Context: an optimization exercise on an open-source flow, tuned for small area. The choices shown serve that exercise and are no tape-out recipe. In this exercise RTL edits were held to simulation tests only and were not proved equivalent to the original. The clock port is modelled as an ideal driver; clocking choices that lean on that would not hold on a real chip. Power figures rest on the tool's default switching activity, not on a simulated workload.

## run A
Design nezoba_core, start of the top module:
module nezoba_core (
    input  wire        clk,
    input  wire        rst,           
    input  wire [31:0] now,
    output reg  [1:0]  exp_op,
    input  wire [7:0]  exp_data,
    input  wire        exp_done,
    output wire [2:0]  pin_pullup,
    input  wire [2:0]  cfg_pin,
    output reg  [7:0]  evt,
    output reg         evt_valid,
    output wire        halted,
    output wire [1:0]  fault
);
Size in the first run: about 150 flip-flops, roughly 0.0060 mm2 of cells after synthesis.
==> flow/config.mk <==
export PLATFORM = sky130hd
export DESIGN_NAME = nezoba_core
export DESIGN_NICKNAME = nezoba_core
export VERILOG_FILES = /design/flow/design.v
export SDC_FILE = /design/flow/constraint.sdc
export NUM_CORES = 4
export LEC_CHECK = 0
export CAP_MARGIN = 20
export CORE_MARGIN = 2
export CORE_UTILIZATION = 40
export CTS_BUF_LIST = sky130_fd_sc_hd__clkbuf_8
export CTS_CLUSTER_DIAMETER = 200
export CTS_CLUSTER_SIZE = 60
export PLACE_DENSITY = 0.6
export SLEW_MARGIN = 20
==> flow/constraint.sdc <==
create_clock -name core_clock -period 15.0 [get_ports {clk}]
set_input_delay 3.0000 -clock core_clock [delete_from_list [all_inputs] [get_ports {clk}]]
set_output_delay 3.0000 -clock core_clock [all_outputs]
set_load 0.01 [all_outputs]
standard.sh (not shown) runs the stock make flow with config.mk's settings and CLKGATE_MAP_FILE= SYNTH_SCRIPT=/design/flow/synth_recipe.tcl, a recipe that flattens the netlist after the stock synthesis.
==> flow/flow/run.sh <==
#!/bin/bash
# Standard layout, with the smallest buffer on the ports and a lighter clock tree.
set -euo pipefail
export BUFFER_PORTS_ARGS="-buffer_cell sky130_fd_sc_hd__buf_1"
export CTS_ARGS="-sink_clustering_enable -repair_clock_nets -buf_list sky130_fd_sc_hd__clkbuf_8 -root_buf sky130_fd_sc_hd__clkbuf_8 -dont_use_dummy_load -sink_clustering_size 30 -sink_clustering_max_diameter 100"
bash standard.sh > standard.log 2>&1
[inputs] run B vs run A
- a deleted CTS_CLUSTER_DIAMETER that had been 200
- a deleted CTS_BUF_LIST that had been sky130_fd_sc_hd__clkbuf_8
- a deleted CTS_CLUSTER_SIZE that had been 60
==> flow/flow/run.sh <==
#!/bin/bash
# Standard layout, with the smallest buffer on the ports and a lighter clock
# tree: clkbuf_4 leaves without dummy loads, upsized after CTS where a leaf
# drives many flip-flops (flow/post_cts.tcl).
set -euo pipefail
export BUFFER_PORTS_ARGS="-buffer_cell sky130_fd_sc_hd__buf_1"
export CTS_ARGS="-sink_clustering_enable -repair_clock_nets -buf_list sky130_fd_sc_hd__clkbuf_4 -root_buf sky130_fd_sc_hd__clkbuf_8 -dont_use_dummy_load"
export POST_CTS_TCL="$(pwd)/flow/post_cts.tcl"
export RECOVER_POWER=100
bash standard.sh > standard.log 2>&1
==> flow/flow/post_cts.tcl (new file) <==
# After CTS: a leaf clock buffer that drives many flip-flops gets the next
# drive strength, so that every flip-flop clock pin keeps a sharp slew.
set resized 0
foreach inst [get_cells -quiet clkbuf_*] {
  if {[get_property $inst ref_name] != "sky130_fd_sc_hd__clkbuf_4"} { continue }
  set out [get_pins -of_objects $inst -filter "direction==output"]
  set fanout [expr {[llength [get_pins -of_objects [get_nets -of_objects $out]]] - 1}]
  if {$fanout > 9} {
    replace_cell $inst sky130_fd_sc_hd__clkbuf_8
    incr resized
  }
}
puts "post_cts: resized $resized leaf clock buffers"
if {$resized > 0} {
  detailed_placement
  check_placement -verbose
  estimate_parasitics -placement
}
## What came out
Completing all stages was not enough for run B: its layout failed the final checks because of capacitance limit, slew limit.
Clock-pin slew reported for the worst setup and hold paths after clock tree synthesis: run A and run B compared, higher one is run B
Comparing run A with run B, the number of inserted filler cells in the final layout came out essentially unchanged.
Run B ends up with a worst setup skew after layout that is 0.0072 ns higher than in run A.
Number of vias in the routed layout was higher in the run labelled run B.
Compared with run A, run B ends up with a smaller final cell area.
Summary — shortest period the worst path allows, run B relative to run A: higher, by 0.26 ns.
Delta(part of the power in the clock network, run B - run A) < 0
Worst ir drop on vdd (run B vs. run A) decreases by a few percent
Run A has a higher internal cell power than run B.
Between run A and run B, the flow reports total power decreasing by a few percent.
There was hardly any difference in aggregate global-route resource usage between run A and run B.
The following lists how run C was set up differently from run B:
diff --git a/flow/flow/run.sh b/flow/flow/run.sh
--- a/flow/flow/run.sh
+++ b/flow/flow/run.sh
@@ -3,3 +3,4 @@
 # tree: clkbuf_4 leaves without dummy loads, upsized after CTS where a leaf
-# drives many flip-flops (flow/post_cts.tcl).
+# drives many flip-flops, and combinational cells brought back to their
+# smallest drive where limits allow (flow/post_cts.tcl).
 set -euo pipefail
@@ -8,3 +9,2 @@
 export POST_CTS_TCL="$(pwd)/flow/post_cts.tcl"
-export RECOVER_POWER=100
 bash standard.sh > standard.log 2>&1
diff --git a/flow/flow/post_cts.tcl b/flow/flow/post_cts.tcl
--- a/flow/flow/post_cts.tcl
+++ b/flow/flow/post_cts.tcl
@@ -18 +18,35 @@
 }
+
+# Area recovery: every combinational cell whose drive is larger than its
+# smallest variant goes back to the smallest one; repair_design then restores
+# drive wherever that breaks a slew or capacitance limit.
+set lib_area {}
+foreach lc [get_lib_cells sky130_fd_sc_hd__tt_025C_1v80/*] {
+  dict set lib_area [get_name $lc] [get_property $lc area]
+}
+set dont_use $::env(DONT_USE_CELLS)
+set downsized 0
+foreach inst [get_cells *] {
+  set m [get_property $inst ref_name]
+  if {![regexp {^(sky130_fd_sc_hd__[a-z0-9]+)_([0-9]+)$} $m - base drv]} { continue }
+  if {[string match "*clk*" $base] || [string match "*df*" $base] || [string match "*buf*" $base] || [string match "*conb*" $base]} { continue }
+  if {![dict exists $lib_area $m]} { continue }
+  set best $m
+  set best_area [dict get $lib_area $m]
+  dict for {name a} $lib_area {
+    if {[regexp "^${base}_\[0-9\]+\$" $name] && $a < $best_area && [lsearch -exact $dont_use $name] < 0} {
+      set best $name
+      set best_area $a
+    }
+  }
+  if {$best != $m} {
+    replace_cell $inst $best
+    incr downsized
+  }
+}
+puts "post_cts: downsized $downsized cells"
+estimate_parasitics -placement
+repair_design -slew_margin 20 -cap_margin 20
+detailed_placement
+check_placement -verbose
+estimate_parasitics -placement
==> summary.txt <==
Run C completed; timing, DRC and antenna clean. Taking run B as the reference, in run C final period utilization dropped 1.7 points, via count ~0 delta. Re register-to-register slack: run C is 0.63 ns up on run B. On total power consumption of the routed design, run C and run B are neck and neck. Summary of run C over run B: leakage power total increased by about 0.3% relative to the old numbers, worst path setup slack after routing increased by 0.25 ns relative to the old numbers.
Modified inputs, run D compared to run C
- CTS_BUF_LIST now sky130_fd_sc_hd__clkbuf_8, previously not set
- CTS_CLUSTER_DIAMETER now 200, previously not set
- CTS_CLUSTER_SIZE now 60, previously not set
diff --git a/flow/flow/run.sh b/flow/flow/run.sh
--- a/flow/flow/run.sh
+++ b/flow/flow/run.sh
@@ -3,4 +3,3 @@
 # tree: clkbuf_4 leaves without dummy loads, upsized after CTS where a leaf
-# drives many flip-flops, and combinational cells brought back to their
-# smallest drive where limits allow (flow/post_cts.tcl).
+# drives many flip-flops (flow/post_cts.tcl).
 set -euo pipefail
==> flow/flow/post_cts.tcl <==
# After CTS: a leaf clock buffer that drives many flip-flops gets the next
# drive strength, so that every flip-flop clock pin keeps a sharp slew.
set resized 0
foreach inst [get_cells -quiet clkbuf_*] {
  if {[get_property $inst ref_name] != "sky130_fd_sc_hd__clkbuf_4"} { continue }
  set out [get_pins -of_objects $inst -filter "direction==output"]
  set fanout [expr {[llength [get_pins -of_objects [get_nets -of_objects $out]]] - 1}]
  if {$fanout > 9} {
    replace_cell $inst sky130_fd_sc_hd__clkbuf_8
    incr resized
  }
}
puts "post_cts: resized $resized leaf clock buffers"
if {$resized > 0} {
  detailed_placement
  check_placement -verbose
  estimate_parasitics -placement
}
Findings:
Of the two candidates, run C has the better total power and run D the worse one.
From run C to run D the numbers moved as follows: total power per unit cell area closely matched the old numbers; total met2 wirelength after detailed routing moved up; number of storage elements in the synthesis netlist has remained practically unchanged.
For routed via count, run D and run C come out practically identical.
Any difference in total length of routed wires between run D and run C is small enough to ignore.
In the reports for run D and run C, the larger cell area belongs to run D.
Compared with run C, run D shows first-iteration detailed-routing DRC count lower by 2.1%.
The setup slack was comparable across run D and run C.

========
== alpha ==
Starting RTL as in the previous note.
export LEC_CHECK = 0
export CAP_MARGIN = 20
export CORE_MARGIN = 2
export CORE_UTILIZATION = 40
export PLACE_DENSITY = 0.6
export SLEW_MARGIN = 20
create_clock -name core_clock -period 15.0 [get_ports {clk}]
==> flow/flow/run.sh <==
#!/bin/bash
# Standard layout, with the smallest buffer on the ports and a lighter clock
# tree: clkbuf_4 leaves without dummy loads, upsized after CTS where a leaf
# drives many flip-flops (flow/post_cts.tcl).
set -euo pipefail
export BUFFER_PORTS_ARGS="-buffer_cell sky130_fd_sc_hd__buf_1"
export CTS_ARGS="-sink_clustering_enable -repair_clock_nets -buf_list sky130_fd_sc_hd__clkbuf_4 -root_buf sky130_fd_sc_hd__clkbuf_8 -dont_use_dummy_load"
export POST_CTS_TCL="$(pwd)/flow/post_cts.tcl"
bash standard.sh > standard.log 2>&1
==> flow/flow/post_cts.tcl <==
# After CTS: a leaf clock buffer that drives many flip-flops gets the next
# drive strength, so that every flip-flop clock pin keeps a sharp slew.
set resized 0
foreach inst [get_cells -quiet clkbuf_*] {
  if {[get_property $inst ref_name] != "sky130_fd_sc_hd__clkbuf_4"} { continue }
  set out [get_pins -of_objects $inst -filter "direction==output"]
  set fanout [expr {[llength [get_pins -of_objects [get_nets -of_objects $out]]] - 1}]
  if {$fanout > 9} {
    replace_cell $inst sky130_fd_sc_hd__clkbuf_8
    incr resized
  }
}
puts "post_cts: resized $resized leaf clock buffers"
if {$resized > 0} {
  detailed_placement
  check_placement -verbose
  estimate_parasitics -placement
}

# Area recovery: every combinational cell whose drive is larger than its
# smallest variant goes back to the smallest one; repair_design then restores
# drive wherever that breaks a slew or capacitance limit.
set lib_area {}
foreach lc [get_lib_cells sky130_fd_sc_hd__tt_025C_1v80/*] {
  dict set lib_area [get_name $lc] [get_property $lc area]
}
set dont_use $::env(DONT_USE_CELLS)
set downsized 0
foreach inst [get_cells *] {
  set m [get_property $inst ref_name]
  if {![regexp {^(sky130_fd_sc_hd__[a-z0-9]+)_([0-9]+)$} $m - base drv]} { continue }
  if {[string match "*clk*" $base] || [string match "*df*" $base] || [string match "*buf*" $base] || [string match "*conb*" $base]} { continue }
  set best $m
  set best_area [dict get $lib_area $m]
  dict for {name a} $lib_area {
    if {[regexp "^${base}_\[0-9\]+\$" $name] && $a < $best_area && [lsearch -exact $dont_use $name] < 0} {
      set best $name
      set best_area $a
    }
  }
  if {$best != $m} {
    replace_cell $inst $best
    incr downsized
  }
}
puts "post_cts: downsized $downsized cells"
estimate_parasitics -placement
repair_design -slew_margin 20 -cap_margin 20
detailed_placement
check_placement -verbose
estimate_parasitics -placement
FAIL alpha @ clock tree synthesis: tool exited with error
Here is what was changed in the inputs of beta compared with alpha.
Settings: CTS_BUF_LIST now sky130_fd_sc_hd__clkbuf_8, previously not set; CTS_CLUSTER_SIZE now 60, previously not set; CTS_CLUSTER_DIAMETER now 200, previously not set.
==> flow/run.sh (new file) <==
#!/bin/bash
# synth_recipe.tcl (not shown) runs the flow's synth.tcl, then flattens the netlist and writes it again
# the make line also repeats each setting of config.mk as NAME=value (left out here)
make -C /OpenROAD-flow-scripts/flow DESIGN_CONFIG=/design/flow/config.mk WORK_HOME=/design/flow/orfs CLKGATE_MAP_FILE= SYNTH_SCRIPT=/design/flow/synth_recipe.tcl finish
removed: flow/flow/run.sh
removed: flow/flow/post_cts.tcl
removed: flow/standard.sh
## What came out
- beta gives more HPWL reported at the end of detailed placement than alpha did.
- Summary: with alpha as the reference, routability congestion estimate in beta moved down slightly.
- Compared with alpha, in beta fraction of the yosys area taken by sequential cells has remained practically unchanged, total cell area at the placement stage now larger.
- Setup slack at placement: alpha and beta compared, higher one is alpha
- beta: full flow OK, the timing, design-rule and antenna checks passed
- Reported for alpha and beta, synthesized area turned out identical to the last digit.
diff inputs: beta => gamma
Settings: a deleted CTS_CLUSTER_SIZE that had been 60; a deleted CTS_BUF_LIST that had been sky130_fd_sc_hd__clkbuf_8; a deleted CTS_CLUSTER_DIAMETER that had been 200.
==> flow/flow/run.sh (new file) <==
#!/bin/bash
# Standard layout, with the smallest buffer on the ports and a lighter clock
# tree: clkbuf_4 leaves without dummy loads, upsized after CTS where a leaf
# drives many flip-flops (flow/post_cts.tcl).
set -euo pipefail
export BUFFER_PORTS_ARGS="-buffer_cell sky130_fd_sc_hd__buf_1"
export CTS_ARGS="-sink_clustering_enable -repair_clock_nets -buf_list sky130_fd_sc_hd__clkbuf_4 -root_buf sky130_fd_sc_hd__clkbuf_8 -dont_use_dummy_load"
export POST_CTS_TCL="$(pwd)/flow/post_cts.tcl"
bash standard.sh > standard.log 2>&1
==> flow/flow/post_cts.tcl (new file) <==
# After CTS: a leaf clock buffer that drives many flip-flops gets the next
# drive strength, so that every flip-flop clock pin keeps a sharp slew.
set resized 0
foreach inst [get_cells -quiet clkbuf_*] {
  if {[get_property $inst ref_name] != "sky130_fd_sc_hd__clkbuf_4"} { continue }
  set out [get_pins -of_objects $inst -filter "direction==output"]
  set fanout [expr {[llength [get_pins -of_objects [get_nets -of_objects $out]]] - 1}]
  if {$fanout > 9} {
    replace_cell $inst sky130_fd_sc_hd__clkbuf_8
    incr resized
  }
}
puts "post_cts: resized $resized leaf clock buffers"
if {$resized > 0} {
  detailed_placement
  check_placement -verbose
  estimate_parasitics -placement
}
==> flow/standard.sh (new file) <==
#!/bin/bash
# synth_recipe.tcl (not shown) runs the flow's synth.tcl, then flattens the netlist and writes it again
# the make line also repeats each setting of config.mk as NAME=value (left out here)
make -C /OpenROAD-flow-scripts/flow DESIGN_CONFIG=/design/flow/config.mk WORK_HOME=/design/flow/orfs CLKGATE_MAP_FILE= SYNTH_SCRIPT=/design/flow/synth_recipe.tcl "${@:-finish}"
removed: flow/run.sh
[summary]
Lower core utilization was reported by gamma, not beta. Data-path buffer share of cell area in the final layout was lower in the run labelled gamma. Diff beta -> gamma: via count of the first global-routing pass went down by about 1.1%, overall global routing resource usage went down 0.40 points. The lower detailed-routing iteration count for the pre-antenna-repair pass of gamma and beta is in gamma. Compared to beta, gamma has first-pass GRT wire length about 2.2% lower.
> inputs changed (gamma -> delta)
--- a/flow/flow/post_cts.tcl
+++ b/flow/flow/post_cts.tcl
@@ -17,2 +17,36 @@
   estimate_parasitics -placement
 }
+
+# Area recovery: every combinational cell whose drive is larger than its
+# smallest variant goes back to the smallest one; repair_design then restores
+# drive wherever that breaks a slew or capacitance limit.
+set lib_area {}
+foreach lc [get_lib_cells sky130_fd_sc_hd__tt_025C_1v80/*] {
+  dict set lib_area [get_name $lc] [get_property $lc area]
+}
+set dont_use $::env(DONT_USE_CELLS)
+set downsized 0
+foreach inst [get_cells *] {
+  set m [get_property $inst ref_name]
+  if {![regexp {^(sky130_fd_sc_hd__[a-z0-9]+)_([0-9]+)$} $m - base drv]} { continue }
+  if {[string match "*clk*" $base] || [string match "*df*" $base] || [string match "*buf*" $base] || [string match "*conb*" $base]} { continue }
+  if {![dict exists $lib_area $m]} { continue }
+  set best $m
+  set best_area [dict get $lib_area $m]
+  dict for {name a} $lib_area {
+    if {[regexp "^${base}_\[0-9\]+\$" $name] && $a < $best_area && [lsearch -exact $dont_use $name] < 0} {
+      set best $name
+      set best_area $a
+    }
+  }
+  if {$best != $m} {
+    replace_cell $inst $best
+    incr downsized
+  }
+}
+puts "post_cts: downsized $downsized cells"
+estimate_parasitics -placement
+repair_design -slew_margin 20 -cap_margin 20
+detailed_placement
+check_placement -verbose
+estimate_parasitics -placement
[summary]
- Changes observed in delta relative to gamma: power of the combinational group decreased about 2%; worst path setup slack after routing flat.
- Clock skew after layout of delta is on par with gamma.
- Going from gamma to delta, transition time at the pin with the least slew margin was more or less identical, total power now smaller, ratio of total power to cell area stayed essentially flat.

==> static timing again, ports no longer ideal <==
How much do the figures lean on ideal ports? The routed layouts below were timed once more, with nothing changed but the port constraints.
Step 1: set_driving_cell puts a clkbuf_16 on clk and a buf_2 on each other input, an assumption about the parent block.
Step 2, shift: input delay + t, output delay - t, t = (earliest + latest rising clock arrival at the registers) / 2. This alone moves slack from input paths to output paths.
a / b / c = ideal ports / drivers / drivers and shift; a / b = the first two.
run | shift t [ns] | slack for setup (ns) | hold WS [ns] | worst setup path after step 2
run A | 0.467 | 8.408 / 8.372 / 8.835 | 0.313 / 0.313 / 0.313 | input to register
run B | 0.451 | 8.147 / 8.110 / 8.561 | 0.311 / 0.311 / 0.311 | register to output
run C | 0.446 | 8.397 / 8.362 / 8.808 | 0.312 / 0.312 / 0.312 | register to output
run D | 0.445 | 8.400 / 8.364 / 8.808 | 0.314 / 0.314 / 0.314 | register to output
beta | 0.485 | 7.954 / 7.917 / 8.402 | 0.332 / 0.332 / 0.332 | register to output
gamma | 0.445 | 8.400 / 8.364 / 8.808 | 0.314 / 0.314 / 0.314 | register to output
delta | 0.446 | 8.397 / 8.362 / 8.808 | 0.312 / 0.312 / 0.312 | register to output
